Background: an optimization exercise with open tools, aiming at small area. Do not read the settings as production practice. At most, simulation tests tie the RTL to the original design; equivalence was not proved. The flow treats the clock pin as an ideal source, which a real chip does not have. Power is estimated from default activity; no workload was simulated.

Design bayer_unpack, start of the top module:
module bayer_unpack (
    input  wire        clk,
    input  wire        rst,             
    input  wire        start,
    input  wire [11:0] cfg_width,
    input  wire [11:0] cfg_height,
    input  wire [31:0] cfg_mode,
    input  wire [15:0] cfg_stride,
    input  wire [31:0] cfg_src_len,
    output wire [1:0]  state,
    output wire [3:0]  err,
    output wire [3:0]  errfield,
    output wire [12:0] row,
    output wire [31:0] fault_addr,
    output wire        src_req,
    output wire [31:0] src_addr,
    input  wire        src_gnt,
    input  wire        src_rvalid,
    input  wire [7:0]  src_rdata,
    output wire        dst_we,
    output wire [25:0] dst_addr,
    output wire [7:0]  dst_wdata,
    input  wire        dst_ready
);
Size: ~710 cells after synthesis, ~180 flip-flops, about 8500 um^2 of cells after synthesis.
Settings: LEC_CHECK=0, CAP_MARGIN=20, CORE_MARGIN=2, CORE_UTILIZATION=40, SLEW_MARGIN=20; clock period 8.0 ns.
standard.sh (not shown) runs the stock make flow with config.mk's settings and CLKGATE_MAP_FILE= SYNTH_SCRIPT=/design/flow/synth_recipe.tcl, a recipe that flattens the netlist after the stock synthesis.
==> flow/flow/run.sh <==
#!/bin/bash
# The standard ORFS layout with three changes:
#  - synthesis maps logic with an area-oriented ABC script (flow/abc_area.script)
#    in place of ORFS's delay-oriented abc_speed.script; everything else in
#    synthesis (registers, their names and cells) is unchanged;
#  - each port gets the smallest buffer cell;
#  - the clock tree uses clkbuf_8 buffers and no dummy loads.
set -euo pipefail
rm -rf scripts_abc
cp -r "$FLOW_HOME/scripts" scripts_abc
cp flow/abc_area.script scripts_abc/abc_speed.script
bash standard.sh "SCRIPTS_DIR=$PWD/scripts_abc" \
  "BUFFER_PORTS_ARGS=-buffer_cell sky130_fd_sc_hd__buf_1" \
  "CTS_ARGS=-sink_clustering_enable -repair_clock_nets -dont_use_dummy_load -buf_list sky130_fd_sc_hd__clkbuf_8 -root_buf sky130_fd_sc_hd__clkbuf_8" \
  finish > orfs_make.log 2>&1
==> flow/flow/abc_area.script <==
&get -n
&st
&syn2
&dch
&nf -R 1000
&put
topo
stime -c
Rerun with:
--- a/flow/design.v
+++ b/flow/design.v
@@ -41,15 +41,15 @@
     reg        gl_q;         
     reg        tr_q;         
     reg        tv1_q;        
     reg        tv_q;         
     reg        fc8_q;        
     reg        fc16_q;       
     genvar gi;
-    wire       start_ok = start && (st_q != ST_RUN);
+    wire       start_ok = start && (st_q != ST_RUN) && !rst;
     wire [7:0] in_prec  = cfg_mode[7:0];
     wire [3:0] in_sel   = cfg_mode[19:16];
     wire       in_bin   = cfg_mode[20];
     wire       prec_ok  = (in_prec == 8'd10) || (in_prec == 8'd12);
     wire [8:0] geom     = cfg_width[2:0] * cfg_height[2:0] * in_prec[2:0];
     wire       geom_ok  = (geom[2:0] == 3'd0);
     wire [3:0] in_prio  = in_sel[1] ? 4'b0010 : in_sel[0] ? 4'b0001 :
After rerunning: Synthesized cell count is about the same; synthesized area barely changes; power decreases slightly; combinational power went down by roughly a tenth; die area barely changes; global-route usage falls by 0.58 points; sequential share of layout area hardly moves.

Another version of the RTL of bayer_unpack (not shown whole).
Size in the first run: ~700 cells after synthesis, roughly 0.0085 mm2 of cells after synthesis.
export LEC_CHECK = 0
export CAP_MARGIN = 20
export CORE_MARGIN = 2
export CORE_UTILIZATION = 40
export SLEW_MARGIN = 20
create_clock -name core_clock -period 8.0 [get_ports {clk}]
==> flow/flow/abc_area.script <==
&get -n
&st
&dch
&nf -R 1000
&put
topo
stime -c
Scripts as last shown in full above: flow/flow/run.sh
The starting point produced a layout that fails on negative setup slack.
Edit:
--- a/flow/design.v
+++ b/flow/design.v
@@ -35,16 +35,19 @@
     reg        p12_q, cmp_q, bin_q;
     reg [3:0]  selw_q;       
     reg [12:0] col_q;        
     reg [3:0]  b_q;          
     reg [25:0] a_q;          
     reg [7:0]  out_q;
+    reg        gl_q;         
     reg        tr_q;         
+    reg        tv1_q;        
     reg        tv_q;         
     reg        pend_q;       
-    reg        fc_q;         
+    reg        fc8_q;        
+    reg        fc16_q;       
     genvar gi;
     wire       start_ok = start && (st_q != ST_RUN);
     wire [7:0] in_prec  = cfg_mode[7:0];
     wire [3:0] in_sel   = cfg_mode[19:16];
     wire       in_bin   = cfg_mode[20];
     wire       prec_ok  = (in_prec == 8'd10) || (in_prec == 8'd12);
@@ -53,13 +56,13 @@
     wire [3:0] in_prio  = in_sel[1] ? 4'b0010 : in_sel[0] ? 4'b0001 :
                           in_sel[3] ? 4'b1000 : 4'b0100;
     wire       in_ok    = (in_sel != 4'd0) && prec_ok && geom_ok;
     wire       go_run   = start_ok && in_ok && (cfg_height != 12'd0) && (cfg_width != 12'd0);
     wire       go_wz    = start_ok && in_ok && (cfg_height != 12'd0) && (cfg_width == 12'd0);
     wire running = (st_q == ST_RUN);
-    wire p_step  = running && (ph_q == PH_STEP) && tv_q;
+    wire p_step  = running && (ph_q == PH_STEP) && tv_q && !pend_q;
     wire p_wait  = running && (ph_q == PH_WAIT);
     wire p_write = running && (ph_q == PH_WRITE);
     wire p_rew   = running && (ph_q == PH_REW);
     wire [1:0] pidx  = {~row_q[0], col_q[0]};            
     wire       rsamp = selw_q[pidx];
     wire       wsamp = !bin_q || rsamp;
@@ -101,24 +104,25 @@
     wire       dec   = p_rew && (col_q != 13'd0);
     wire [31:0] f_op = {{13{dec}}, {16{dec}} | ({16{jump}} & stride_q), {2{dec}}, dec | inc};
     wire [32:0] f_c;
     wire [31:0] f_nx;
     generate
         for (gi = 0; gi < 32; gi = gi + 1) begin : g_f
-            wire ci = (gi == 0) ? 1'b0 : (gi == 16) ? fc_q : f_c[gi];
+            wire ci = (gi == 0) ? 1'b0 : (gi == 8) ? fc8_q : (gi == 16) ? fc16_q : f_c[gi];
             assign f_nx[gi]  = f_q[gi] ^ f_op[gi] ^ ci;
             assign f_c[gi+1] = (f_q[gi] & f_op[gi]) | (ci & (f_q[gi] ^ f_op[gi]));
         end
     endgenerate
     assign f_c[0] = 1'b0;
     wire byte_mv = (inc && (f_q[2:0] == 3'd7)) || p_rew;
     wire [29:0] ge_c;
     assign ge_c[0] = 1'b1;
     generate
         for (gi = 0; gi < 29; gi = gi + 1) begin : g_ge
-            assign ge_c[gi+1] = (f_q[gi+3] & ~sl_q[gi]) | (f_q[gi+3] & ge_c[gi]) | (~sl_q[gi] & ge_c[gi]);
+            wire ci = (gi == 15) ? gl_q : ge_c[gi];
+            assign ge_c[gi+1] = (f_q[gi+3] & ~sl_q[gi]) | (f_q[gi+3] & ci) | (~sl_q[gi] & ci);
         end
     endgenerate
     wire [26:0] a_c;
     wire [25:0] a_nx;
     assign a_c[0] = wr_done;
     generate
@@ -141,15 +145,18 @@
     always @(posedge clk) begin
         f_q   <= f_clr ? {22'd0, go_run, 9'd0} : f_nx;
         a_q   <= start_ok ? 26'd0 : a_nx;
         col_q <= start_ok ? 13'd0 : (col_q == 13'd0) ? {w_q, 1'b0} : col_dec;
         b_q   <= (start_ok || (badv && b_last)) ? 4'd0 : b_q + {3'd0, badv};
         row_q <= (rst || start_ok) ? (go_wz ? {cfg_height, 1'b0} : 13'd0) : row_nx;
+        gl_q  <= ge_c[15];
         tr_q  <= ge_c[29] && !sbig_q;
-        fc_q  <= !f_clr && f_c[16];
-        tv_q  <= !(start_ok || byte_mv || rv_adv || fc_q);
+        fc8_q  <= !f_clr && f_c[8];
+        fc16_q <= !f_clr && f_c[16];
+        tv1_q <= !(start_ok || byte_mv || fc8_q || fc16_q);
+        tv_q  <= tv1_q && !(start_ok || byte_mv || fc8_q || fc16_q);
         pend_q <= rv_adv && !no_inc;
         if (fwd_adv && win)
             out_q <= {bitv, out_q[7:1]};
     end
     always @(posedge clk) begin
         if (start_ok) begin
- With this change the flow finished with timing, DRC and antenna clean
- routed wire length increases by 3.0%
- power decreases by 1.5%
- area after synthesis increases by 1.4%
- clock power increases by about 1%
- sequential cell count increases by 3
- setup slack gains 1700 ps
- clock-buffer cell count does not change
- fmax increases by 23%
- design area is about the same
- global-route usage increases by 0.23 points
- worst hold slack barely changes
- via count increases by 0.84%
- clock skew increases by 13 ps
The RTL of the first run of this note was laid out without a check of its function.

== main ==
The RTL this note starts from:
==> flow/design.v <==
module bayer_unpack (
    input  wire        clk,
    input  wire        rst,             
    input  wire        start,
    input  wire [11:0] cfg_width,
    input  wire [11:0] cfg_height,
    input  wire [31:0] cfg_mode,
    input  wire [15:0] cfg_stride,
    input  wire [31:0] cfg_src_len,
    output wire [1:0]  state,
    output wire [3:0]  err,
    output wire [3:0]  errfield,
    output wire [12:0] row,
    output wire [31:0] fault_addr,
    output wire        src_req,
    output wire [31:0] src_addr,
    input  wire        src_gnt,
    input  wire        src_rvalid,
    input  wire [7:0]  src_rdata,
    output wire        dst_we,
    output wire [25:0] dst_addr,
    output wire [7:0]  dst_wdata,
    input  wire        dst_ready
);
    localparam [1:0] ST_IDLE = 2'd0, ST_RUN = 2'd1, ST_DONE = 2'd2, ST_FAIL = 2'd3;
    localparam [1:0] PH_STEP = 2'd0, PH_WAIT = 2'd1, PH_WRITE = 2'd2, PH_REW = 2'd3;
    reg [1:0]  st_q;
    reg [1:0]  ph_q;         
    reg [12:0] row_q;
    reg [31:0] f_q;          
    reg [28:0] sl_q;         
    reg        sbig_q;       
    reg [15:0] stride_q;
    reg [11:0] w_q, h_q;
    reg        p12_q, cmp_q, bin_q;
    reg [3:0]  selw_q;       
    reg [12:0] col_q;        
    reg [3:0]  b_q;          
    reg [25:0] a_q;          
    reg [7:0]  out_q;
    reg [7:0]  byte_q;       
    reg        bv_q;
    reg        gl_q;         
    reg        tr_q;         
    reg        tv1_q;        
    reg        tv_q;         
    reg        fc16_q;       
    genvar gi;
    wire       start_ok = start && (st_q != ST_RUN) && !rst;
    wire [7:0] in_prec  = cfg_mode[7:0];
    wire [3:0] in_sel   = cfg_mode[19:16];
    wire       in_bin   = cfg_mode[20];
    wire       prec_ok  = (in_prec == 8'd10) || (in_prec == 8'd12);
    wire [8:0] geom     = cfg_width[2:0] * cfg_height[2:0] * in_prec[2:0];
    wire       geom_ok  = (geom[2:0] == 3'd0);
    wire [3:0] in_prio  = in_sel[1] ? 4'b0010 : in_sel[0] ? 4'b0001 :
                          in_sel[3] ? 4'b1000 : 4'b0100;
    wire       in_ok    = (in_sel != 4'd0) && prec_ok && geom_ok;
    wire       go_run   = start_ok && in_ok && (cfg_height != 12'd0) && (cfg_width != 12'd0);
    wire       go_wz    = start_ok && in_ok && (cfg_height != 12'd0) && (cfg_width == 12'd0);
    wire running = (st_q == ST_RUN);
    wire p_step  = running && (ph_q == PH_STEP) && tv_q;
    wire p_wait  = running && (ph_q == PH_WAIT);
    wire p_write = running && (ph_q == PH_WRITE);
    wire p_rew   = running && (ph_q == PH_REW);
    wire [1:0] pidx  = {~row_q[0], col_q[0]};            
    wire       rsamp = selw_q[pidx];
    wire       wsamp = !bin_q || rsamp;
    wire       b_last = cmp_q ? (p12_q ? (b_q == 4'd11) : (b_q == 4'd9)) : (b_q == 4'd15);
    wire       win    = p12_q ? (b_q >= 4'd4 && b_q < 4'd12) : (b_q >= 4'd2 && b_q < 4'd10);
    wire       need   = win && rsamp;
    wire       col_end = (col_q == 13'd1);
    wire       str_nz  = (stride_q != 16'd0);
    wire       fwd_adv  = p_step && !tr_q && (!need || bv_q);
    wire       rd_req   = p_step && !tr_q && need && !bv_q;
    wire       badv     = fwd_adv || p_rew;
    wire       to_write = fwd_adv && b_last && wsamp;
    wire       wr_done  = p_write && dst_ready;
    wire       cadv     = (badv && b_last && !to_write) || wr_done;
    wire       row_end  = cadv && col_end && !p_rew;
    wire       rew_end  = p_rew && b_last && col_end;
    wire       last_row;                  
    wire       done_ev  = row_end && last_row;
    wire       bitv     = need && byte_q[f_q[2:0]];
    wire [13:0] col_b;                        
    wire [12:0] col_dec;
    wire [13:0] row_c;                        
    wire [12:0] row_nx;
    assign col_b[0] = cadv;
    assign row_c[0] = row_end;
    generate
        for (gi = 0; gi < 13; gi = gi + 1) begin : g_cr
            assign col_dec[gi] = col_q[gi] ^ col_b[gi];
            assign col_b[gi+1] = col_b[gi] & ~col_q[gi];
            assign row_nx[gi]  = row_q[gi] ^ row_c[gi];
            assign row_c[gi+1] = row_c[gi] & row_q[gi];
        end
    endgenerate
    assign last_row = (row_nx == {h_q, 1'b0});
    wire       jump  = p_rew && (col_q == 13'd0);
    wire       no_inc = b_last && col_end && str_nz;
    wire       inc   = fwd_adv && !no_inc;
    wire       dec   = p_rew && (col_q != 13'd0);
    wire [31:0] f_op = {{13{dec}}, {16{dec}} | ({16{jump}} & stride_q), {2{dec}}, dec | inc};
    wire [32:0] f_c;
    wire [31:0] f_nx;
    generate
        for (gi = 0; gi < 32; gi = gi + 1) begin : g_f
            wire ci = (gi == 0) ? 1'b0 : (gi == 16) ? fc16_q : f_c[gi];
            assign f_nx[gi]  = f_q[gi] ^ f_op[gi] ^ ci;
            assign f_c[gi+1] = (f_q[gi] & f_op[gi]) | (ci & (f_q[gi] ^ f_op[gi]));
        end
    endgenerate
    assign f_c[0] = 1'b0;
    wire byte_mv = (inc && (f_q[2:0] == 3'd7)) || p_rew;
    wire [29:0] ge_c;
    assign ge_c[0] = 1'b1;
    generate
        for (gi = 0; gi < 29; gi = gi + 1) begin : g_ge
            wire ci = (gi == 15) ? gl_q : ge_c[gi];
            assign ge_c[gi+1] = (f_q[gi+3] & ~sl_q[gi]) | (f_q[gi+3] & ci) | (~sl_q[gi] & ci);
        end
    endgenerate
    wire [26:0] a_c;
    wire [25:0] a_nx;
    assign a_c[0] = wr_done;
    generate
        for (gi = 0; gi < 26; gi = gi + 1) begin : g_a
            assign a_nx[gi]  = a_q[gi] ^ a_c[gi];
            assign a_c[gi+1] = a_q[gi] & a_c[gi];
        end
    endgenerate
    assign state      = st_q;
    assign err        = (st_q == ST_FAIL) ? ((ph_q == 2'd0) ? 4'd3 : (ph_q == 2'd3) ? 4'd2 : {2'd0, ph_q}) : 4'd0;
    assign errfield   = (st_q == ST_FAIL) ? {2'd0, ph_q} : 4'd0;
    assign row        = row_q;
    assign fault_addr = {3'd0, f_q[31:3]};
    assign src_req    = rd_req;
    assign src_addr   = {3'd0, f_q[31:3]};
    assign dst_we     = p_write;
    assign dst_addr   = a_q;
    assign dst_wdata  = out_q;
    wire f_clr = rst || start_ok || done_ev;      
    always @(posedge clk) begin
        f_q   <= f_clr ? {22'd0, go_run, 9'd0} : f_nx;
        a_q   <= start_ok ? 26'd0 : a_nx;
        col_q <= start_ok ? 13'd0 : (col_q == 13'd0) ? {w_q, 1'b0} : col_dec;
        b_q   <= (start_ok || (badv && b_last)) ? 4'd0 : b_q + {3'd0, badv};
        row_q <= (rst || start_ok) ? (go_wz ? {cfg_height, 1'b0} : 13'd0) : row_nx;
        gl_q  <= ge_c[15];
        tr_q  <= ge_c[29] && !sbig_q;
        fc16_q <= !f_clr && f_c[16];
        tv1_q <= !(start_ok || byte_mv || fc16_q);
        tv_q  <= tv1_q && !(start_ok || byte_mv || fc16_q);
        if (fwd_adv && win)
            out_q <= {bitv, out_q[7:1]};
        if (src_rvalid)
            byte_q <= src_rdata;
        bv_q  <= !(start_ok || byte_mv) && (bv_q || (p_wait && src_rvalid));
    end
    always @(posedge clk) begin
        if (start_ok) begin
            w_q      <= cfg_width;
            h_q      <= cfg_height;
            p12_q    <= (in_prec == 8'd12);
            cmp_q    <= cfg_mode[8];
            bin_q    <= in_bin;
            selw_q   <= in_bin ? in_prio : in_sel;
            stride_q <= cfg_stride;
            sl_q     <= cfg_src_len[28:0];
            sbig_q   <= (cfg_src_len[31:29] != 3'd0);
        end
    end
    always @(posedge clk) begin
        if (rst) begin
            st_q <= ST_IDLE;
        end else if (start_ok) begin
            if (in_sel == 4'd0) begin
                st_q <= ST_FAIL;
                ph_q <= 2'd1;
            end else if (!prec_ok) begin
                st_q <= ST_FAIL;
                ph_q <= 2'd2;
            end else if (!geom_ok) begin
                st_q <= ST_FAIL;
                ph_q <= 2'd3;
            end else begin
                ph_q <= PH_STEP;
                st_q <= go_run ? ST_RUN : ST_DONE;
            end
        end else if (running) begin
            if (p_step && tr_q)
                st_q <= ST_FAIL;                  
            if (done_ev)
                st_q <= ST_DONE;
            if (rd_req && src_gnt)
                ph_q <= PH_WAIT;
            else if (p_wait && src_rvalid)
                ph_q <= PH_STEP;
            else if (badv || wr_done) begin
                if (to_write)
                    ph_q <= PH_WRITE;
                else if (row_end && str_nz)
                    ph_q <= PH_REW;
                else if (p_rew && !rew_end)
                    ph_q <= PH_REW;
                else
                    ph_q <= PH_STEP;
            end
        end
    end
endmodule
export LEC_CHECK = 0
export CAP_MARGIN = 20
export CORE_MARGIN = 2
export CORE_UTILIZATION = 40
export SLEW_MARGIN = 20
create_clock -name core_clock -period 8.0 [get_ports {clk}]
==> flow/flow/run.sh <==
#!/bin/bash
# The standard ORFS layout with these changes:
#  - synthesis maps logic with an area-oriented ABC script (flow/abc_area.script)
#    in place of ORFS's delay-oriented abc_speed.script; everything else in
#    synthesis (registers, their names and cells) is unchanged;
#  - each port gets the smallest buffer cell;
#  - the clock tree uses clkbuf_8 buffers and no dummy loads; after CTS,
#    flow/post_cts.tcl turns leaf buffers with light loads into clkbuf_4;
#  - one tie cell drives all constant outputs (no tie fanout repair).
set -euo pipefail
rm -rf scripts_abc
cp -r "$FLOW_HOME/scripts" scripts_abc
cp flow/abc_area.script scripts_abc/abc_speed.script
bash standard.sh "SCRIPTS_DIR=$PWD/scripts_abc" \
  "BUFFER_PORTS_ARGS=-buffer_cell sky130_fd_sc_hd__buf_1" \
  "POST_CTS_TCL=$PWD/flow/post_cts.tcl" SKIP_REPAIR_TIE_FANOUT=1 \
  "CTS_ARGS=-sink_clustering_enable -repair_clock_nets -dont_use_dummy_load -buf_list sky130_fd_sc_hd__clkbuf_8 -root_buf sky130_fd_sc_hd__clkbuf_8" \
  finish > orfs_make.log 2>&1
==> flow/flow/abc_area.script <==
&get -n
&st
&syn2
&dch
&nf -R 1000
&put
topo
stime -c
==> flow/flow/post_cts.tcl <==
# After clock tree synthesis: a clock leaf buffer becomes clkbuf_4 where every
# flip-flop clock pin it drives keeps a slew under 105 ps; otherwise it stays
# clkbuf_8. A smaller cell fits in the larger one's place.
estimate_parasitics -placement
foreach inst [get_cells clkbuf_*] {
  if { [get_property $inst ref_name] != "sky130_fd_sc_hd__clkbuf_8" } { continue }
  set name [get_full_name $inst]
  set out [get_pins $name/X]
  set loads [get_pins -of_objects [get_nets -of_objects $out] -filter "direction == input"]
  set leaf 1
  foreach p $loads {
    if { ![string match "*/CLK" [get_full_name $p]] } { set leaf 0 }
  }
  if { !$leaf } { continue }
  replace_cell $inst sky130_fd_sc_hd__clkbuf_4
  estimate_parasitics -placement
  set worst 0.0
  foreach p $loads {
    set s [get_property $p slew_max]
    if { $s > $worst } { set worst $s }
  }
  if { $worst > 0.105 } {
    replace_cell $inst sky130_fd_sc_hd__clkbuf_8
    estimate_parasitics -placement
    puts "post_cts: $name stays clkbuf_8 (clkbuf_4 slew $worst)"
  } else {
    puts "post_cts: $name -> clkbuf_4 (slew $worst)"
  }
}
The inputs of the feature branch differ from those of main as listed below.
-- flow/design.v --
<<< main, line 45
    reg        tv1_q;        
    reg        tv_q;         
    reg        fc16_q;       
    genvar gi;
>>> the feature branch, line 45
    reg        tv1_q;        
    reg        tv_q;         
    reg        fc8_q;        
    reg        fc16_q;       
    genvar gi;
<<< main, line 107
    generate
        for (gi = 0; gi < 32; gi = gi + 1) begin : g_f
            wire ci = (gi == 0) ? 1'b0 : (gi == 16) ? fc16_q : f_c[gi];
            assign f_nx[gi]  = f_q[gi] ^ f_op[gi] ^ ci;
            assign f_c[gi+1] = (f_q[gi] & f_op[gi]) | (ci & (f_q[gi] ^ f_op[gi]));
>>> the feature branch, line 108
    generate
        for (gi = 0; gi < 32; gi = gi + 1) begin : g_f
            wire ci = (gi == 0) ? 1'b0 : (gi == 8) ? fc8_q : (gi == 16) ? fc16_q : f_c[gi];
            assign f_nx[gi]  = f_q[gi] ^ f_op[gi] ^ ci;
            assign f_c[gi+1] = (f_q[gi] & f_op[gi]) | (ci & (f_q[gi] ^ f_op[gi]));
<<< main, line 150
        gl_q  <= ge_c[15];
        tr_q  <= ge_c[29] && !sbig_q;
        fc16_q <= !f_clr && f_c[16];
        tv1_q <= !(start_ok || byte_mv || fc16_q);
        tv_q  <= tv1_q && !(start_ok || byte_mv || fc16_q);
        if (fwd_adv && win)
            out_q <= {bitv, out_q[7:1]};
>>> the feature branch, line 151
        gl_q  <= ge_c[15];
        tr_q  <= ge_c[29] && !sbig_q;
        fc8_q  <= !f_clr && f_c[8];
        fc16_q <= !f_clr && f_c[16];
        tv1_q <= !(start_ok || byte_mv || fc8_q || fc16_q);
        tv_q  <= tv1_q && !(start_ok || byte_mv || fc8_q || fc16_q);
        if (fwd_adv && win)
            out_q <= {bitv, out_q[7:1]};
Results
The feature branch: no failed stages, no open violations at the end. The overall power of the completed layout reported for the feature branch is greater than that of main by 0.92%. From main to the feature branch the numbers moved as follows: cell area higher; non-clock buffer count lower; number of logic stages on the critical path including buffering lower; utilization higher; final wirelength higher. There was hardly any difference in vias per cell between the feature branch and main. Re worst slack at placement: main and the feature branch aren't equal, and the higher value belongs to the feature branch. Between main and the feature branch, final period utilization decreased. Between main and the feature branch, the difference in multi-input gate share of total cell area is negligible.

-- what the ideal ports hide --
The flow's constraints put no driver on any port. The routed layouts listed below were extracted and timed again, unchanged, in two steps.
Step 1, drivers: a clkbuf_16 drives clk and a buf_2 each remaining input, both assumed.
Step 2 times the ports against the registers' clock, not the clock port: input delays grow and output delays shrink by t, the midpoint of the rising clock arrivals with the driver on.
Three values: no drivers, after step 1, after step 2; two values: the first two.
run	shift t [ns]	setup slack, ns	worst setup path after step 2
the first run of note 1	0.474	0.809 / 0.809 / 0.809	register to register
the second run of note 1	0.468	0.702 / 0.702 / 0.702	register to register
the first run of note 2	0.472	-0.925 / -0.925 / -0.925	register to register
the second run of note 2	0.487	0.771 / 0.771 / 0.771	register to register
main	0.474	0.468 / 0.468 / 0.468	register to register
the feature branch	0.480	0.659 / 0.659 / 0.659	register to register
